Source: an optimization exercise on an open RTL-to-GDS flow (aim: small area, a short achievable clock period and few clock cycles per item). Production flows keep margins and buffers that such runs may drop. The RTL was checked by simulation tests, not by an equivalence proof against the original design.

==> build 1 <==
Design emusc_env, start of the top module:
module emusc_env (
    input  logic        clk,
    input  logic        rst,
    input  logic        cmd_valid,
    output logic        cmd_ready,
    input  logic [2:0]  cmd_op,
    input  logic [23:0] cmd_ta,
    input  logic [23:0] cmd_th,
    input  logic [23:0] cmd_td,
    input  logic [23:0] cmd_tr,
    input  logic [31:0] cmd_sus,
    output logic        rsp_valid,
    output logic [31:0] rsp_level,
    output logic [2:0]  rsp_phase
);
==> module env_div, before the edit <==
module env_div #(
    parameter int NA = 5,            
    parameter int NB = 5             
) (
    input  logic        clk,
    input  logic [23:0] c,
    input  logic [23:0] nd_a,        
    input  logic [23:0] nd_b,
    input  logic [4:0]  lzd_b,       
    input  logic [23:0] nd_c,
    output logic [30:0] q            
);
    localparam int NC = 13 - NA - NB;
    logic [4:0]  lzc;
    logic [23:0] nc;
    logic        ge;
    logic [28:0] d1a, d2a;
    logic [6:0]  m2a, m1a, m0a, mm1a;
    logic [28:0] sa [NA+1];
    logic [28:0] ca [NA+1];
    logic [2*NA-1:0] pa, ma;
    always_comb begin
        lzc = 5'd0;
        for (int i = 0; i < 24; i++)
            if (c[i]) lzc = 5'(23 - i);
        nc = c << lzc;
        ge = nc >= nd_a;
    end
    assign d1a   = {3'b000, nd_a, 2'b00};
    assign d2a   = {2'b00, nd_a, 3'b000};
    assign sa[0] = ge ? {5'd0, nc} : {4'd0, nc, 1'b0};
    assign ca[0] = 29'd0;
    env_srt_sel u_sel_a (.i(nd_a[22:20]), .m2(m2a), .m1(m1a), .m0(m0a), .mm1(mm1a));
    for (genvar i = 0; i < NA; i++) begin : g_a
        env_srt4_step u_step (
            .s_in(sa[i]), .c_in(ca[i]), .d1(d1a), .d2(d2a),
            .m2(m2a), .m1(m1a), .m0(m0a), .mm1(mm1a),
            .s_out(sa[i+1]), .c_out(ca[i+1]),
            .qp(pa[2*(NA-1-i) +: 2]), .qm(ma[2*(NA-1-i) +: 2])
        );
    end
    logic [28:0]     s_b, c_b;
    logic [2*NA-1:0] p_b, m_b;
    logic [4:0]      lzc_b;
    logic            ge_b;
    always_ff @(posedge clk) begin
        s_b   <= sa[NA];
        c_b   <= ca[NA];
        p_b   <= pa;
        m_b   <= ma;
        lzc_b <= lzc;
        ge_b  <= ge;
    end
    logic [28:0] d1b, d2b;
    logic [6:0]  m2b, m1b, m0b, mm1b;
    logic [28:0] sb [NB+1];
    logic [28:0] cb [NB+1];
    logic [2*NB-1:0] pb, mb;
    assign d1b   = {3'b000, nd_b, 2'b00};
    assign d2b   = {2'b00, nd_b, 3'b000};
    assign sb[0] = s_b;
    assign cb[0] = c_b;
    env_srt_sel u_sel_b (.i(nd_b[22:20]), .m2(m2b), .m1(m1b), .m0(m0b), .mm1(mm1b));
    for (genvar i = 0; i < NB; i++) begin : g_b
        env_srt4_step u_step (
            .s_in(sb[i]), .c_in(cb[i]), .d1(d1b), .d2(d2b),
            .m2(m2b), .m1(m1b), .m0(m0b), .mm1(mm1b),
            .s_out(sb[i+1]), .c_out(cb[i+1]),
            .qp(pb[2*(NB-1-i) +: 2]), .qm(mb[2*(NB-1-i) +: 2])
        );
    end
    logic [28:0]          s_c, c_c;
    logic [2*(NA+NB)-1:0] p_c, m_c;
    logic [7:0]           e_c;
    always_ff @(posedge clk) begin
        s_c <= sb[NB];
        c_c <= cb[NB];
        p_c <= {p_b, pb};
        m_c <= {m_b, mb};
        e_c <= 8'd126 + {3'd0, lzd_b} - {3'd0, lzc_b} + {7'd0, ge_b};
    end
    logic [28:0] d1c, d2c;
    logic [6:0]  m2c, m1c, m0c, mm1c;
    logic [28:0] sc [NC+1];
    logic [28:0] cc [NC+1];
    logic [2*NC-1:0] pc, mc;
    assign d1c   = {3'b000, nd_c, 2'b00};
    assign d2c   = {2'b00, nd_c, 3'b000};
    assign sc[0] = s_c;
    assign cc[0] = c_c;
    env_srt_sel u_sel_c (.i(nd_c[22:20]), .m2(m2c), .m1(m1c), .m0(m0c), .mm1(mm1c));
    for (genvar i = 0; i < NC; i++) begin : g_c
        env_srt4_step u_step (
            .s_in(sc[i]), .c_in(cc[i]), .d1(d1c), .d2(d2c),
            .m2(m2c), .m1(m1c), .m0(m0c), .mm1(mm1c),
            .s_out(sc[i+1]), .c_out(cc[i+1]),
            .qp(pc[2*(NC-1-i) +: 2]), .qm(mc[2*(NC-1-i) +: 2])
        );
    end
    logic [28:0] w, sf, cf;
    logic        neg, zero, sticky, round_up;
    logic [25:0] r;
    logic [23:0] mant;
    always_comb begin
        sf   = sc[NC];
        cf   = cc[NC];
        w    = sf + cf;
        neg  = w[28];
        zero = ~(sf[0] ^ cf[0]);
        for (int k = 1; k < 29; k++)
            zero = zero & ((sf[k] ^ cf[k]) == (sf[k-1] | cf[k-1]));
        sticky = ~zero;                      
        r        = {p_c, pc} - {m_c, mc};    
        round_up = ~neg & r[0] & (sticky | r[1]);
        mant     = r[24:1] + {23'd0, round_up};
        q        = {e_c, mant[22:0]};
    end
endmodule
==> flow/config.mk <==
export PLATFORM = sky130hd
export DESIGN_NAME = emusc_env
export DESIGN_NICKNAME = emusc_env
export VERILOG_FILES = /design/flow/design.v
export SDC_FILE = /design/flow/constraint.sdc
export NUM_CORES = 4
export LEC_CHECK = 0
export ABC_AREA = 1
export CAP_MARGIN = 20
export CORE_MARGIN = 2
export CORE_UTILIZATION = 40
export SLEW_MARGIN = 20
==> flow/constraint.sdc <==
create_clock -name core_clock -period 130.0 [get_ports {clk}]
set_input_delay 26.0000 -clock core_clock [delete_from_list [all_inputs] [get_ports {clk}]]
set_output_delay 26.0000 -clock core_clock [all_outputs]
set_load 0.01 [all_outputs]
run.sh (not shown) runs the stock make flow with config.mk's settings and CLKGATE_MAP_FILE= SYNTH_SCRIPT=/design/flow/synth_recipe.tcl, a recipe that flattens the netlist after the stock synthesis.
==> trial 10: changes against build 1 <==
--- a/flow/design.v
+++ b/flow/design.v
@@ -65,22 +65,25 @@
     input  logic [23:0] nd_c,
     output logic [30:0] q            
 );
     localparam int NC = 13 - NA - NB;
     logic [4:0]  lzc;
-    logic [23:0] nc;
+    logic [23:0] nc, v1, v2, v3, v4;
     logic        ge;
     logic [28:0] d1a, d2a;
     logic [6:0]  m2a, m1a, m0a, mm1a;
     logic [28:0] sa [NA+1];
     logic [28:0] ca [NA+1];
     logic [2*NA-1:0] pa, ma;
     always_comb begin
-        lzc = 5'd0;
-        for (int i = 0; i < 24; i++)
-            if (c[i]) lzc = 5'(23 - i);
-        nc = c << lzc;
+        v1 = (c[23:8] == 16'd0)  ? {c[7:0], 16'd0}  : c;
+        v2 = (v1[23:16] == 8'd0) ? {v1[15:0], 8'd0} : v1;
+        v3 = (v2[23:20] == 4'd0) ? {v2[19:0], 4'd0} : v2;
+        v4 = (v3[23:22] == 2'd0) ? {v3[21:0], 2'd0} : v3;
+        nc = (v4[23] == 1'b0)    ? {v4[22:0], 1'b0} : v4;
+        lzc = {c[23:8] == 16'd0, v1[23:16] == 8'd0, v2[23:20] == 4'd0,
+               v3[23:22] == 2'd0, v4[23] == 1'b0};
         ge = nc >= nd_a;
     end
     assign d1a   = {3'b000, nd_a, 2'b00};
     assign d2a   = {2'b00, nd_a, 3'b000};
     assign sa[0] = ge ? {5'd0, nc} : {4'd0, nc, 1'b0};
--- a/flow/config.mk
+++ b/flow/config.mk
@@ -7,6 +7,7 @@
 export LEC_CHECK = 0
 export ABC_AREA = 1
 export CAP_MARGIN = 20
 export CORE_MARGIN = 2
 export CORE_UTILIZATION = 40
-export SLEW_MARGIN = 20
+export PLACE_DENSITY = 0.82
+export SLEW_MARGIN = 60
==> trial 49: changes against build 1 <==
--- a/flow/design.v
+++ b/flow/design.v
@@ -65,22 +65,25 @@
     input  logic [23:0] nd_c,
     output logic [30:0] q            
 );
     localparam int NC = 13 - NA - NB;
     logic [4:0]  lzc;
-    logic [23:0] nc;
+    logic [23:0] nc, v1, v2, v3, v4;
     logic        ge;
     logic [28:0] d1a, d2a;
     logic [6:0]  m2a, m1a, m0a, mm1a;
     logic [28:0] sa [NA+1];
     logic [28:0] ca [NA+1];
     logic [2*NA-1:0] pa, ma;
     always_comb begin
-        lzc = 5'd0;
-        for (int i = 0; i < 24; i++)
-            if (c[i]) lzc = 5'(23 - i);
-        nc = c << lzc;
+        v1 = (c[23:8] == 16'd0)  ? {c[7:0], 16'd0}  : c;
+        v2 = (v1[23:16] == 8'd0) ? {v1[15:0], 8'd0} : v1;
+        v3 = (v2[23:20] == 4'd0) ? {v2[19:0], 4'd0} : v2;
+        v4 = (v3[23:22] == 2'd0) ? {v3[21:0], 2'd0} : v3;
+        nc = (v4[23] == 1'b0)    ? {v4[22:0], 1'b0} : v4;
+        lzc = {c[23:8] == 16'd0, v1[23:16] == 8'd0, v2[23:20] == 4'd0,
+               v3[23:22] == 2'd0, v4[23] == 1'b0};
         ge = nc >= nd_a;
     end
     assign d1a   = {3'b000, nd_a, 2'b00};
     assign d2a   = {2'b00, nd_a, 3'b000};
     assign sa[0] = ge ? {5'd0, nc} : {4'd0, nc, 1'b0};
--- a/flow/config.mk
+++ b/flow/config.mk
@@ -6,7 +6,7 @@
 export NUM_CORES = 4
 export LEC_CHECK = 0
 export ABC_AREA = 1
 export CAP_MARGIN = 20
 export CORE_MARGIN = 2
-export CORE_UTILIZATION = 40
-export SLEW_MARGIN = 20
+export CORE_UTILIZATION = 55
+export SLEW_MARGIN = 60
==> build 55: changes against build 1 <==
--- a/flow/design.v
+++ b/flow/design.v
@@ -153,11 +153,11 @@
         );
     end
     logic [28:0] w, sf, cf;
     logic        neg, zero, sticky, round_up;
     logic [25:0] r;
-    logic [23:0] mant;
+    logic [24:0] mant;
     always_comb begin
         sf   = sc[NC];
         cf   = cc[NC];
         w    = sf + cf;
         neg  = w[28];
@@ -165,23 +165,23 @@
         for (int k = 1; k < 29; k++)
             zero = zero & ((sf[k] ^ cf[k]) == (sf[k-1] | cf[k-1]));
         sticky = ~zero;                      
         r        = {p_c, pc} - {m_c, mc};    
         round_up = ~neg & r[0] & (sticky | r[1]);
-        mant     = r[24:1] + {23'd0, round_up};
-        q        = {e_c, mant[22:0]};
+        mant     = {1'b0, r[24:1]} + {24'd0, round_up};
+        q        = {e_c + {7'd0, mant[24]}, mant[22:0]};
     end
 endmodule
 module env_mul24 (
     input  logic [23:0] a,
     input  logic [23:0] b,
-    output logic [47:0] r0,
-    output logic [47:0] r1
+    output logic [47:0] p
 );
     logic [26:0]  bx;
     logic [24:0]  v [13];            
     logic [12:0]  ng, nn;            
+    logic [47:0]  r0, r1;
     always_comb begin
         bx = {2'b00, b, 1'b0};
         for (int i = 0; i < 13; i++) begin
             logic [2:0] tr;
             logic       one, two;
@@ -792,86 +792,47 @@
     assign t594 = (t502 & t503) | (t502 & 1'b1) | (t503 & 1'b1);
     assign t595 = t504 ^ nn[11] ^ v[12][23];
     assign t596 = (t504 & nn[11]) | (t504 & v[12][23]) | (nn[11] & v[12][23]);
     assign r0 = {t594, t592, t590, t588, t586, t584, t582, t580, t578, t576, t574, t572, t570, t568, t566, t564, t562, t560, t558, t556, t554, t552, t550, t548, t546, t544, t542, t540, t538, t536, t534, t532, t530, t528, t526, t524, t522, t520, t518, t516, t514, t512, t510, t508, t506, t505, v[0][1], v[0][0]};
     assign r1 = {t595, t593, t591, t589, t587, t585, t583, t581, t579, t577, t575, t573, t571, t569, t567, t565, t563, t561, t559, t557, t555, t553, t551, t549, t547, t545, t543, t541, t539, t537, t535, t533, t531, t529, t527, t525, t523, t521, t519, t517, t515, t513, t511, t509, t507, ng[1], 1'b0, ng[0]};
-endmodule
-module env_inc #(
-    parameter int W = 24
-) (
-    input  logic [W-1:0] a,
-    input  logic         ci,
-    output logic [W-1:0] s,
-    output logic         co
-);
-    always_comb begin
-        logic c, cc;
-        c = ci;
-        for (int k = 0; k < W; k += 4) begin
-            cc = c;
-            for (int i = k; i < k + 4 && i < W; i++) begin
-                s[i] = a[i] ^ cc;
-                cc   = cc & a[i];
-            end
-            c = c & (&a[k +: 4]);
-        end
-        co = c;
-    end
+    assign p  = r0 + r1;
 endmodule
 module env_fmul (
     input  logic [30:0] a,
     input  logic [30:0] b,
     output logic [30:0] p
 );
-    logic [23:0] ma, mb;
-    logic [47:0] r0, r1;
-    logic [22:0] lo;
-    logic [26:0] hs;
-    logic [25:0] hi;                 
-    logic [4:0]  tza, tzb;
-    logic [5:0]  tz;
-    logic [23:0] m, mi;
-    logic        rnd, sticky, round_up, ovf;
+    logic [47:0] prod;
+    logic [23:0] m;
+    logic        rnd, sticky, round_up;
+    logic [24:0] mant;
     logic [9:0]  e;
-    assign ma = {1'b1, a[22:0]};
-    assign mb = {1'b1, b[22:0]};
-    env_mul24 u_mul (.a(ma), .b(mb), .r0(r0), .r1(r1));
+    env_mul24 u_mul (.a({1'b1, a[22:0]}), .b({1'b1, b[22:0]}), .p(prod));
     always_comb begin
-        lo = {1'b0, r0[21:0]} + {1'b0, r1[21:0]};   
-        hs = {r0[47:22], 1'b1} + {r1[47:22], lo[22]};
-        hi = hs[26:1];
-        tza = 5'd23;
-        tzb = 5'd23;
-        for (int i = 22; i >= 0; i--) begin
-            if (ma[i]) tza = 5'(i);
-            if (mb[i]) tzb = 5'(i);
-        end
-        tz = {1'b0, tza} + {1'b0, tzb};
-        if (hi[25]) begin
-            m      = hi[25:2];
-            rnd    = hi[1];
-            sticky = tz < 6'd23;
+        if (prod[47]) begin
+            m      = prod[47:24];
+            rnd    = prod[23];
+            sticky = |prod[22:0];
             e      = {2'b00, a[30:23]} + {2'b00, b[30:23]} - 10'd126;
         end else begin
-            m      = hi[24:1];
-            rnd    = hi[0];
-            sticky = tz < 6'd22;
+            m      = prod[46:23];
+            rnd    = prod[22];
+            sticky = |prod[21:0];
             e      = {2'b00, a[30:23]} + {2'b00, b[30:23]} - 10'd127;
         end
         round_up = rnd & (sticky | m[0]);
-    end
-    env_inc #(.W(24)) u_inc (.a(m), .ci(round_up), .s(mi), .co(ovf));
-    always_comb begin
+        mant     = {1'b0, m} + {24'd0, round_up};
+        if (mant[24])
+            e = e + 10'd1;           
         if (a[30:23] == 8'd0 || b[30:23] == 8'd0)
             p = 31'd0;
         else
-            p = {e[7:0] + {7'd0, ovf}, mi[22:0]};    
+            p = {e[7:0], mant[22:0]};
     end
 endmodule
 module env_one_minus #(
-    parameter int SW   = 6,          
-    parameter bit SLOW = 1'b0        
+    parameter int SW = 6             
 ) (
     input  logic [30:0] a,
     output logic [30:0] y
 );
     logic [23:0]   ma;
@@ -880,25 +841,19 @@
     logic [23:0]   sa;
     logic          r, st, inc;
     logic [24:0]   m;
     logic [4:0]    lz;
     logic [23:0]   mn;
-    logic [23:0]   ms;
-    logic          mc;
-    env_inc #(.W(24)) u_inc (.a(~sa), .ci(inc), .s(ms), .co(mc));
     always_comb begin
         ma = {1'b1, a[22:0]};
         s  = SW'(8'd126 - a[30:23]);
         t  = {ma, 24'd0} >> s;
         sa = t[47:24];               
         r  = t[23];                  
         st = |t[22:0];               
         inc = ~r | (~st & ~sa[0]);
-        if (SLOW)
-            m = {mc, ms};
-        else
-            m = {1'b0, ~sa} + {24'd0, inc};
+        m   = {1'b0, ~sa} + {24'd0, inc};
         lz = 5'd0;
         for (int i = 0; i < 24; i++)
             if (m[i]) lz = 5'(23 - i);
         mn = m[23:0] << lz;
         if (a[30:23] == 8'd0)
@@ -1099,11 +1054,11 @@
         a_d    <= om1_out;
         x_d    <= (kind_c == K_SUS) ? sus_c : x_c;
     end
     logic [30:0] v_d, om2_out, level_d;
     env_fmul                u_mul (.a(a_d), .b((kind_d == K_DEC) ? x_d : rl), .p(v_d));
-    env_one_minus #(.SW(6), .SLOW(1'b1)) u_om2 (.a(v_d), .y(om2_out));
+    env_one_minus #(.SW(6)) u_om2 (.a(v_d), .y(om2_out));
     always_comb begin
         case (kind_d)
             K_ONE:   level_d = F_ONE;
             K_X:     level_d = x_d;
             K_DEC:   level_d = om2_out;
==> qor summary <==
Die boundary height: build 1 415 um; trial 10 413 um; build 55 419 um; trial 49 352 um
Multi-input gate share of the layout cell area: build 1 63.7%; trial 10 63.6%; build 55 63.4%; trial 49 64.2%
Register bit total from synthesis: build 1 582; trial 10 582; build 55 584; trial 49 582
Xor/xnor share of the synthesized area: build 1 9.87%; trial 10 9.91%; build 55 9.88%; trial 49 9.91%
Proportion of final cell area spent on non-clock buffers: build 1 3.68%; trial 10 3.50%; build 55 3.36%; trial 49 3.79%
Count of vias placed by the detailed router: build 1 60.0k; trial 10 61.8k; build 55 63.1k; trial 49 59.6k
Fraction of the cycle the final worst path needs: build 1 21.5%; trial 10 21.4%; build 55 21.2%; trial 49 21.5%
Most frequent standard cell in the layout excluding fill and tap cells: build 1 sky130_fd_sc_hd__nand2_1; trial 10 sky130_fd_sc_hd__nand2_1; build 55 sky130_fd_sc_hd__inv_1; trial 49 sky130_fd_sc_hd__nand2_1
Area of the mapped netlist: build 1 0.0676 mm^2; trial 10 0.0668 mm^2; build 55 0.0690 mm^2; trial 49 0.0668 mm^2
Critical path launch point: build 1 cmd_op[0]; trial 10 cmd_op[2]; build 55 cmd_op[2]; trial 49 cmd_op[2]
Net count of the mapped netlist: build 1 9976; trial 10 9996; build 55 10.4k; trial 49 9996
Run status: build 1 finished clean; trial 10 finished clean; build 55 finished clean; trial 49 finished clean
Testbench counts of build 1, summed over its fixed seeds: cycles 24,040, items 24,000.
Testbench counts of trial 10, summed over its fixed seeds: cycles 24,040, items 24,000.
Testbench counts of trial 49, summed over its fixed seeds: cycles 24,040, items 24,000.
Testbench counts of build 55, summed over its fixed seeds: cycles 24,040, items 24,000.

port drivers added, routing unchanged:
No port has a modelled driver above. Below, the same layouts with a new extraction and two added sets of constraints.
Step 1: set_driving_cell puts a clkbuf_16 on clk and a buf_2 on each other input, an assumption about the parent block.
Step 2 times the ports against the registers' clock, not the clock port: input delays grow and output delays shrink by t, the midpoint of the rising clock arrivals with the driver on.
Slacks: ideal / step 1 / step 2; pairs: ideal / step 1.
| run | t (ns) | setup slack, ns | latest minus earliest clock arrival (ns) | worst register clock-pin slew, ns | worst slew at a driven data input, ns |
|---|---|---|---|---|---|
| build 1 | 0.751 | 101.995 / 102.044 / 101.293 | 0.061 / 0.062 | 0.07 / 0.07 | 0.06 |
| trial 10 | 0.752 | 102.162 / 102.211 / 101.459 | 0.076 / 0.076 | 0.07 / 0.07 | 0.08 |
| trial 49 | 0.735 | 102.091 / 102.138 / 101.403 | 0.090 / 0.090 | 0.07 / 0.07 | 0.06 |
| build 55 | 0.772 | 102.388 / 102.356 / 101.679 | 0.054 / 0.054 | 0.07 / 0.07 | 0.09 |
After both steps setup and hold are still met in every run listed. The setup slack of build 55, which loses most, moves by -0.032 ns with the drivers and by -0.709 ns with both steps.
